Context: an optimization exercise on an open-source flow, tuned for small area. The choices shown serve that exercise and are no tape-out recipe.
Function was checked by simulation only, so behaviour that the tests miss may differ from the original.
The flow treats the clock pin as an ideal source, which a real chip does not have.
Power figures rest on the tool's default switching activity, not on a simulated workload.

// epdl_core
module epdl_core (
    input  wire        clk,
    input  wire        rst_n,
    input  wire        op_valid,
    output wire        op_ready,
    input  wire [63:0] op_word,
    output reg         rsp_valid,
    output reg  [31:0] rsp_word,
    output reg         rsp_refused,
    output wire        cs_n,
    output wire        dc,
    output reg         epd_rst_n,
    output wire        sck,
    output wire        mosi,
    input  wire        busy
);
==> flow/config.mk <==
export PLATFORM = sky130hd
export DESIGN_NAME = epdl_core
export DESIGN_NICKNAME = epdl_core
export VERILOG_FILES = /design/flow/design.v
export SDC_FILE = /design/flow/constraint.sdc
export NUM_CORES = 4
export LEC_CHECK = 0
export CAP_MARGIN = 10
export CORE_MARGIN = 2
export CORE_UTILIZATION = 50
export CTS_BUF_LIST = sky130_fd_sc_hd__clkbuf_8
export CTS_CLUSTER_DIAMETER = 60
export CTS_CLUSTER_SIZE = 16
export SLEW_MARGIN = 10
export SYNTH_HIERARCHICAL = 1
==> flow/constraint.sdc <==
create_clock -name core_clock -period 10.0 [get_ports {clk}]
set_input_delay 2.0000 -clock core_clock [delete_from_list [all_inputs] [get_ports {clk}]]
set_output_delay 2.0000 -clock core_clock [all_outputs]
set_load 0.01 [all_outputs]
standard.sh (not shown) runs the stock make flow with config.mk's settings and CLKGATE_MAP_FILE= SYNTH_SCRIPT=/design/flow/synth_recipe.tcl, a recipe that flattens the netlist after the stock synthesis.
==> flow/flow/run.sh <==
#!/bin/bash
# The standard layout (the standard.sh: standard synthesis unchanged,
# then ORFS floorplan .. finish), with three changes to how the layout is
# built:
#  - after the floorplan, every logic gate is replaced by the smallest cell
#    of the same function (flow/downsize.tcl); the later repair steps size
#    cells up again where slew, capacitance or timing need it;
#  - the port buffers are the smallest buffer cell;
#  - clock tree synthesis uses the clustering of config.mk and adds no
#    dummy loads.
# The standard flow's whole output is in standard.log here; ORFS's own
# per-step logs are under orfs/logs/.
set -euo pipefail
here=$(pwd)
export POST_FLOORPLAN_TCL="$here/flow/downsize.tcl"
export BUFFER_PORTS_ARGS="-buffer_cell sky130_fd_sc_hd__buf_1"
export CTS_ARGS="-sink_clustering_enable -repair_clock_nets -sink_clustering_size 16 -sink_clustering_max_diameter 60 -buf_list sky130_fd_sc_hd__clkbuf_8 -dont_use_dummy_load"
bash standard.sh > standard.log 2>&1
Other scripts of this flow, unchanged in this note and not shown: flow/flow/downsize.tcl
==> next run, changes <==
--- a/flow/flow/run.sh
+++ b/flow/flow/run.sh
@@ -16,3 +16,3 @@
 export BUFFER_PORTS_ARGS="-buffer_cell sky130_fd_sc_hd__buf_1"
-export CTS_ARGS="-sink_clustering_enable -repair_clock_nets -sink_clustering_size 16 -sink_clustering_max_diameter 60 -buf_list sky130_fd_sc_hd__clkbuf_8 -dont_use_dummy_load"
+export CTS_ARGS="-sink_clustering_enable -repair_clock_nets -sink_clustering_size 19 -sink_clustering_max_diameter 68 -buf_list sky130_fd_sc_hd__clkbuf_8 -dont_use_dummy_load"
 bash standard.sh > standard.log 2>&1
--- a/flow/config.mk
+++ b/flow/config.mk
@@ -9,6 +9,6 @@
 export CORE_MARGIN = 2
-export CORE_UTILIZATION = 50
+export CORE_UTILIZATION = 65
 export CTS_BUF_LIST = sky130_fd_sc_hd__clkbuf_8
-export CTS_CLUSTER_DIAMETER = 60
-export CTS_CLUSTER_SIZE = 16
+export CTS_CLUSTER_DIAMETER = 68
+export CTS_CLUSTER_SIZE = 19
 export SLEW_MARGIN = 10
Outcome:
- clock skew barely changes
- design area fell by 1.4%
- first-iteration DRC count grows by 55%
- wire length shrinks by 4.5%
- worst setup slack gets better by 210 ps
- clock-buffer cell count is lower by 10
==> next run, changes <==
--- a/flow/config.mk
+++ b/flow/config.mk
@@ -7,3 +7,3 @@
 export LEC_CHECK = 0
-export CAP_MARGIN = 10
+export CAP_MARGIN = 20
 export CORE_MARGIN = 2
@@ -13,3 +13,3 @@
 export CTS_CLUSTER_SIZE = 19
-export SLEW_MARGIN = 10
+export SLEW_MARGIN = 20
 export SYNTH_HIERARCHICAL = 1
What happened:
- The new run finished clean
- routed wire length goes up by 0.42%
- cell count hardly moves
- total power goes up by 0.84%
- setup slack is worse by 56 ps
- hold slack hardly moves
- cell area is about the same
- fmax goes down by 0.61%

* * *

Another version of the RTL of epdl_core (not shown whole).
For scale: about 2400 cells after synthesis, roughly 630 flip-flops, about 110 I/O pins, roughly 0.031 mm^2 of cells after synthesis.
Design epdl_core, start of the top module:
module epdl_core (
    input  wire        clk,
    input  wire        rst_n,
    input  wire        op_valid,
    output wire        op_ready,
    input  wire [63:0] op_word,
    output reg         rsp_valid,
    output reg  [31:0] rsp_word,
    output reg         rsp_refused,
    output wire        cs_n,
    output wire        dc,
    output reg         epd_rst_n,
    output wire        sck,
    output wire        mosi,
    input  wire        busy
);
clock: 10.0 ns
lec_check: 0
cap_margin: 20
core_margin: 2
core_utilization: 50
cts_buf_list: sky130_fd_sc_hd__clkbuf_8
cts_cluster_diameter: 68
cts_cluster_size: 19
slew_margin: 20
synth_hierarchical: 1
==> flow/flow/run.sh <==
#!/bin/bash
# The standard layout (the standard.sh: standard synthesis unchanged,
# then ORFS floorplan .. finish), with three changes to how the layout is
# built:
#  - after the floorplan, every logic gate is replaced by the smallest cell
#    of the same function (flow/downsize.tcl); the later repair steps size
#    cells up again where slew, capacitance or timing need it;
#  - the port buffers are the smallest buffer cell;
#  - clock tree synthesis uses the clustering of config.mk and adds no
#    dummy loads.
# The standard flow's whole output is in standard.log here; ORFS's own
# per-step logs are under orfs/logs/.
set -euo pipefail
here=$(pwd)
export POST_FLOORPLAN_TCL="$here/flow/downsize.tcl"
export BUFFER_PORTS_ARGS="-buffer_cell sky130_fd_sc_hd__buf_1"
export CTS_ARGS="-sink_clustering_enable -repair_clock_nets -sink_clustering_size 19 -sink_clustering_max_diameter 68 -buf_list sky130_fd_sc_hd__clkbuf_8 -dont_use_dummy_load"
bash standard.sh > standard.log 2>&1
Other scripts of this flow, unchanged in this note and not shown: flow/flow/downsize.tcl
The baseline completed with no timing, DRC or antenna violations.
Next try:
--- a/flow/flow/run.sh
+++ b/flow/flow/run.sh
@@ -16,3 +16,3 @@
 export BUFFER_PORTS_ARGS="-buffer_cell sky130_fd_sc_hd__buf_1"
-export CTS_ARGS="-sink_clustering_enable -repair_clock_nets -sink_clustering_size 19 -sink_clustering_max_diameter 68 -buf_list sky130_fd_sc_hd__clkbuf_8 -dont_use_dummy_load"
+export CTS_ARGS="-sink_clustering_enable -repair_clock_nets -sink_clustering_size 16 -sink_clustering_max_diameter 60 -buf_list sky130_fd_sc_hd__clkbuf_8 -dont_use_dummy_load"
 bash standard.sh > standard.log 2>&1
Settings changed: CORE_UTILIZATION 50 to 65, CTS_CLUSTER_DIAMETER 68 to 60, CTS_CLUSTER_SIZE 19 to 16.
Result: Sequential power is about the same. Routed wire length is lower by 4.4%. Flip-flop and latch count does not change. Via count is higher by 2.7%. Synthesized cell count is unchanged. Maximum frequency is lower by 3.0%. Design area is lower by 0.80%.
Next try:
Settings changed: CORE_UTILIZATION 65 to 50.
The changed run produced a clean layout.
Die area went up by a quarter to a third.
Design area went up slightly.
Sequential share of layout area went down by 0.62 points.
Next try:
--- a/flow/flow/run.sh
+++ b/flow/flow/run.sh
@@ -9,3 +9,5 @@
 #  - clock tree synthesis uses the clustering of config.mk and adds no
-#    dummy loads.
+#    dummy loads;
+#  - after clock tree synthesis, cells that no path needs at their size
+#    are sized down again (flow/recover.tcl).
 # The standard flow's whole output is in standard.log here; ORFS's own
@@ -15,2 +17,3 @@
 export POST_FLOORPLAN_TCL="$here/flow/downsize.tcl"
+export POST_CTS_TCL="$here/flow/recover.tcl"
 export BUFFER_PORTS_ARGS="-buffer_cell sky130_fd_sc_hd__buf_1"
==> flow/flow/recover.tcl (new file) <==
# After clock tree synthesis: give back drive strength that no path needs,
# then legalize the placement again.
repair_timing -recover_power 100 -setup_margin 0.2
detailed_placement
Settings changed: CAP_MARGIN 20 to 0, SLEW_MARGIN 20 to 0.
After rerunning:
- The new run completed and failed the layout checks on capacitance limit, slew limit
- power fell by about 0.9%
- final area is about the same
- routed wire length is about the same

* * *

== the baseline ==
epdl_core, a different RTL version from the one above (not shown whole).
Size: roughly 660 flip-flops, ~110 I/O pins.
make LEC_CHECK=0 CAP_MARGIN=20 CORE_MARGIN=2 CORE_UTILIZATION=50 CTS_BUF_LIST='sky130_fd_sc_hd__clkbuf_4 sky130_fd_sc_hd__clkbuf_8' CTS_CLUSTER_SIZE=30 SLEW_MARGIN=20 finish   # period 10.0 ns
run.sh (not shown) runs the stock make flow with config.mk's settings and CLKGATE_MAP_FILE= SYNTH_SCRIPT=/design/flow/synth_recipe.tcl, a recipe that flattens the netlist after the stock synthesis.
Stock flow here: none of the scripts above is used.
In summary, the baseline completed successfully, with a layout that passed the timing, design-rule and antenna checks.
Changes in the candidate relative to the baseline:
- clearing CTS_CLUSTER_SIZE, which used to be 30
- swapping 20 for 30 in CAP_MARGIN
- clearing CTS_BUF_LIST, which used to be sky130_fd_sc_hd__clkbuf_4 sky130_fd_sc_hd__clkbuf_8
- swapping 50 for 35 in CORE_UTILIZATION
- swapping 20 for 40 in SLEW_MARGIN
### Flow results
The candidate went all the way through the flow, and no timing, DRC or antenna check failed.
Smallest hold slack sits lower in the candidate than in the baseline.
Changes observed in the candidate relative to the baseline: internal power of the cells shows an increase of about 3.2%; global route total overflow held steady; area of the die higher.
The candidate ended with more share of total power in the clock network than the baseline.
Sort the baseline and the candidate by worst slack after detailed placement asc -> top: the candidate
The data arrival at the endpoint of the critical path in the candidate sits 0.10 ns below the value recorded for the baseline.
Looking at met2 capacity usage during global routing across the baseline and the candidate, the one that comes out lower is the candidate.
The candidate against the baseline: net switching share of the total power shows a reduction of 0.79 points, wire length did not really move.

[what the ideal ports hide]
The results above use ideal ports. As a check the final layouts listed here were re-extracted and re-timed, cells and wires unchanged.
Step 1 assumes that a clkbuf_16 drives the clock port and a buf_2 every other input.
Step 2, shift: input delay + t, output delay - t, t = (earliest + latest rising clock arrival at the registers) / 2. This alone moves slack from input paths to output paths.
a / b / c = ideal / step 1 / step 2; a / b = the first two.
| run | shift t [ns] | setup slack, ns | worst slew at a driven data input, ns | cell pins on the clock port's net |
|---|---|---|---|---|
| the first run of note 1 | 0.706 | 0.690 / 0.665 / 0.665 | 0.05 | 1 |
| the second run of note 1 | 0.680 | 0.898 / 0.867 / 0.867 | 0.04 | 1 |
| the third run of note 1 | 0.688 | 0.842 / 0.818 / 0.818 | 0.04 | 1 |
| the first run of note 2 | 0.690 | 1.466 / 1.442 / 1.442 | 0.12 | 1 |
| the second run of note 2 | 0.687 | 1.201 / 1.175 / 1.175 | 0.04 | 1 |
| the third run of note 2 | 0.718 | 1.418 / 1.395 / 1.395 | 0.12 | 1 |
| the fourth run of note 2 | 0.715 | 1.501 / 1.470 / 1.470 | 0.11 | 1 |
| the baseline | 0.793 | 0.352 / 0.323 / 0.323 | 0.10 | 1 |
| the candidate | 0.699 | 0.452 / 0.419 / 0.419 | 0.10 | 1 |
The setup slack of the candidate, which loses most, moves by -0.033 ns with the drivers and by -0.033 ns with both steps.
